From an optimization exercise on the open Yosys and OpenROAD flow, aimed at small area, a short achievable clock period and few clock cycles per item; shortcuts taken in it are not production practice.
Only simulation tests tie the RTL to the original design; equivalence was not proved.

Setup of the previous run:
==> flow/design.v (excerpt) <==
module sigpcm_geneval (
    input  wire        clk,
    input  wire        rst,           
    input  wire        req_valid,
    output wire        req_ready,
    input  wire [63:0] req_kind,      
    input  wire [63:0] req_param,     
    input  wire [63:0] req_delay,     
    input  wire [63:0] req_time,      
    input  wire [3:0]  req_width,     
    output wire        resp_valid,
    output wire [2:0]  resp_err,
    output wire [63:0] resp_info,
    output wire [63:0] resp_level,
    output wire [63:0] resp_quant
);
Settings: LEC_CHECK=0, CAP_MARGIN=35, CELL_PAD_IN_SITES_DETAIL_PLACEMENT=1, CELL_PAD_IN_SITES_GLOBAL_PLACEMENT=2, CORE_MARGIN=2, CORE_UTILIZATION=25, PLACE_DENSITY=0.4, SLEW_MARGIN=35, SYNTH_MEMORY_MAX_BITS=32768; clock period 14.0 ns.
standard.sh (not shown) runs the stock make flow with config.mk's settings and CLKGATE_MAP_FILE= SYNTH_SCRIPT=/design/flow/synth_recipe.tcl, a recipe that flattens the netlist after the stock synthesis.
==> flow/flow/run.sh <==
#!/bin/bash
set -euo pipefail
SETUP_MARGIN=${SETUP_MARGIN:-8.5}
bash standard.sh synth > synth.log 2>&1
bash standard.sh "SETUP_SLACK_MARGIN=$SETUP_MARGIN" \
    "BUFFER_PORTS_ARGS=-buffer_cell sky130_fd_sc_hd__buf_1" finish > layout.log 2>&1
Testbench counts of the previous run, summed over its fixed seeds: cycles 103,556, items 4,800.
The inputs of the current run differ from those of the previous run as listed below.
diff --git a/flow/design.v b/flow/design.v
--- a/flow/design.v
+++ b/flow/design.v
@@ -98,41 +98,43 @@
                      K_SQUARE = 3'd3,
                      K_RUP    = 3'd4,
                      K_RDOWN  = 3'd5;
     localparam [2:0] E_OK      = 3'd0,
                      E_WIDTH   = 3'd1,
                      E_KIND    = 3'd2,
                      E_PARAM   = 3'd3,
                      E_BUFFER  = 3'd4;
     localparam [3:0] S_IDLE   = 4'd0,
                      S_C1     = 4'd1,    
                      S_C2     = 4'd2,    
+                     S_C3     = 4'd3,    
                      S_MOD    = 4'd4,    
                      S_NEGFIX = 4'd5,    
                      S_IDX    = 4'd6,    
                      S_SQ     = 4'd7,    
                      S_LUT    = 4'd8,    
                      S_NEGL   = 4'd9,    
                      S_DIV    = 4'd10;   
     localparam [1:0] C_ZERO = 2'd0, C_UNIT = 2'd1, C_NEGU = 2'd2;
     reg [3:0]  state;
     reg        rdy;
     reg        vld;
     reg [2:0]  err_r;
     reg [2:0]  kind;
     reg        kind_big;   
     reg        kind_buf;   
     reg [3:0]  width;
     reg [5:0]  qsel;       
     reg        neg;        
     reg [4:0]  cnt;
+    reg [4:0]  sh;         
     reg        f_div;      
     reg        f_cin0;     
     reg [63:0] R;          
     reg [63:0] D;          
     reg [63:0] Q;          
     assign req_ready  = rdy;
     assign resp_valid = vld;
     assign resp_err   = err_r;
     assign resp_info  = Q;
     assign resp_level = R;
     assign resp_quant = ({64{qsel[0]}} & {56'd0, R[63:56] ^ 8'h80}) |
@@ -172,23 +174,23 @@
     wire        ge3 = !Y3[65];
     wire [1:0]  dig = {ge2, ge3 | (ge1 & !ge2)};
     wire        t3 = ge3, t2 = ge2 & !ge3, t1 = ge1 & !ge2, t0 = !ge1;
     wire [63:0] rstep = ({64{t3}} & Y3[63:0]) | ({64{t2}} & Y2[63:0]) |
                         ({64{t1}} & Y1[63:0]) | ({64{t0}} & A[63:0]);
     wire        r_nz, p_nz;
     wire [5:0]  r_lz, p_lz;
     sigpcm_lzc u_lzr (.x(R), .nz(r_nz), .lz(r_lz));
     sigpcm_lzc u_lzp (.x(Q), .nz(p_nz), .lz(p_lz));
     wire [6:0]  e_len = {1'b0, p_lz} - {1'b0, r_lz};
     wire [4:0]  m_len = (r_nz && !e_len[6]) ? e_len[5:1] : 5'd0;
-    wire [5:0]  shamt = (state == S_C2 && !is_ramp) ? {m_len, 1'b0} : 6'd0;
+    wire [5:0]  shamt = (state == S_C3) ? {sh, 1'b0} : 6'd0;
     wire [63:0] p_shl = Q << shamt;
     wire [7:0]  idx  = Q[7:0];
     wire [6:0]  lj   = idx[6] ? (7'd64 - {1'b0, idx[5:0]}) : {1'b0, idx[5:0]};
     wire [62:0] lval;
     sigpcm_sine_lut u_lut (
         .j     (lj),
         .level (lval)
     );
     wire ramp_le0 = R[63] || (R[62:0] == {63{1'b1}});    
     wire [63:0] q_next = {Q[61:0], dig};
     reg        fin;
@@ -241,23 +243,24 @@
             2'd3:    flevel = {1'b0, q_next[63:1] ^ {63{kind == K_RDOWN}}};
             default: flevel = (fconst == C_UNIT) ? UNIT_LEVEL :
                               (fconst == C_NEGU) ? NEG_UNIT : 64'd0;
         endcase
     end
     reg [3:0] nstate;
     always @(*) begin
         nstate = state;
         case (state)
             S_IDLE:   if (req_valid) nstate = S_C1;
             S_C1:     nstate = S_C2;
-            S_C2:     nstate = is_ramp ? S_DIV : S_MOD;
+            S_C2:     nstate = is_ramp ? S_DIV : S_C3;
+            S_C3:     nstate = S_MOD;
             S_MOD:    if (cnt == 5'd0) nstate = neg ? S_NEGFIX : (kind == K_SINE) ? S_IDX : S_SQ;
             S_NEGFIX: nstate = (kind == K_SINE) ? S_IDX : S_SQ;
             S_IDX:    if (cnt == 5'd0) nstate = S_LUT;
             S_LUT:    nstate = S_NEGL;
             S_DIV:    nstate = S_DIV;            
             default:  nstate = S_IDLE;
         endcase
         if (fin) nstate = S_IDLE;
     end
     wire acc_kbig = (|req_kind[63:3]) || (req_kind[2:0] == 3'd7);
     wire acc_kbuf = !(|req_kind[63:3]) && (req_kind[2:0] == 3'd6);
@@ -298,47 +301,50 @@
                     kind     <= req_kind[2:0];
                     kind_big <= acc_kbig;
                     kind_buf <= acc_kbuf;
                     width    <= req_width;
                 end
                 S_C1: begin
                     neg <= Y1[63];
                     D <= p_shl;                             
                     if (is_ramp) Q <= {~Y1[62:0], 1'b0};    
                 end
                 S_C2: begin
-                    if (!is_ramp) D <= p_shl;               
+                    sh  <= m_len;
                     cnt <= is_ramp ? 5'd31 : m_len;
                 end
+                S_C3: begin
+                    D <= p_shl;                             
+                end
                 S_MOD: begin
                     cnt <= cnt - 5'd1;
                     if (cnt == 5'd0) begin
                         D   <= p_shl;                       
                         Q   <= 64'd0;
                         cnt <= 5'd3;
                     end else begin
                         D <= {2'b00, D[63:2]};
                     end
                 end
                 S_IDX, S_DIV: begin
                     Q   <= q_next;
                     cnt <= cnt - 5'd1;
                 end
                 S_LUT: begin
                     D <= 64'd0;
                 end
                 default: ;
             endcase
             if (fin) begin
                 err_r <= (state == S_C1) ? chk_err : E_OK;
- if (state == S_C1 && chk_err != E_OK) begin
+                if (state == S_C1 && chk_err != E_OK) begin
                     Q    <= (chk_err == E_WIDTH) ? {60'd0, width} : Q;
                     qsel <= 6'd0;
                 end else begin
                     Q    <= 64'd0;
                     qsel <= wdec;
                 end
             end
         end
     end
 endmodule
 module sigpcm_lzc (
--- outcome ---
- The current run ended up with a lower cell area after placement than the previous run did.
- The current run: flow completed, timing, DRC and antenna clean
- Between the current run and the previous run, the difference in synthesized-area fraction occupied by adder cells is negligible.
- Non-filler instance count after layout in the current run is 2.9% below the previous run.
- Of the current run and the previous run, the lower clock distribution area overhead in the final layout belongs to the previous run.
Testbench counts of the current run, summed over its fixed seeds: cycles 105,715, items 4,800.

[afterwards: timing with drivers on the ports]
How much do the figures lean on ideal ports? The routed layouts below were timed once more, with nothing changed but the port constraints.
Step 1 sets driving cells, clkbuf_16 on the clock port and buf_2 on the other inputs (assumed; they add their load-dependent delay and slew).
Step 2 times the ports against the registers' clock, not the clock port: input delays grow and output delays shrink by t, the midpoint of the rising clock arrivals with the driver on.
Slacks: ideal / step 1 / step 2; pairs: ideal / step 1.
run	t, ns	setup slack, ns	hold slack, ns	latest minus earliest clock arrival (ns)
the previous run	0.691	7.890 / 7.890 / 7.890	0.571 / 0.571 / 0.571	0.033 / 0.033
the current run	0.728	8.330 / 8.330 / 7.951	0.594 / 0.594 / 0.594	0.081 / 0.081
After both steps setup and hold are still met in every run listed. For the current run, which loses most, drivers alone change the setup slack by 0.000 ns; drivers and shift together by -0.379 ns.
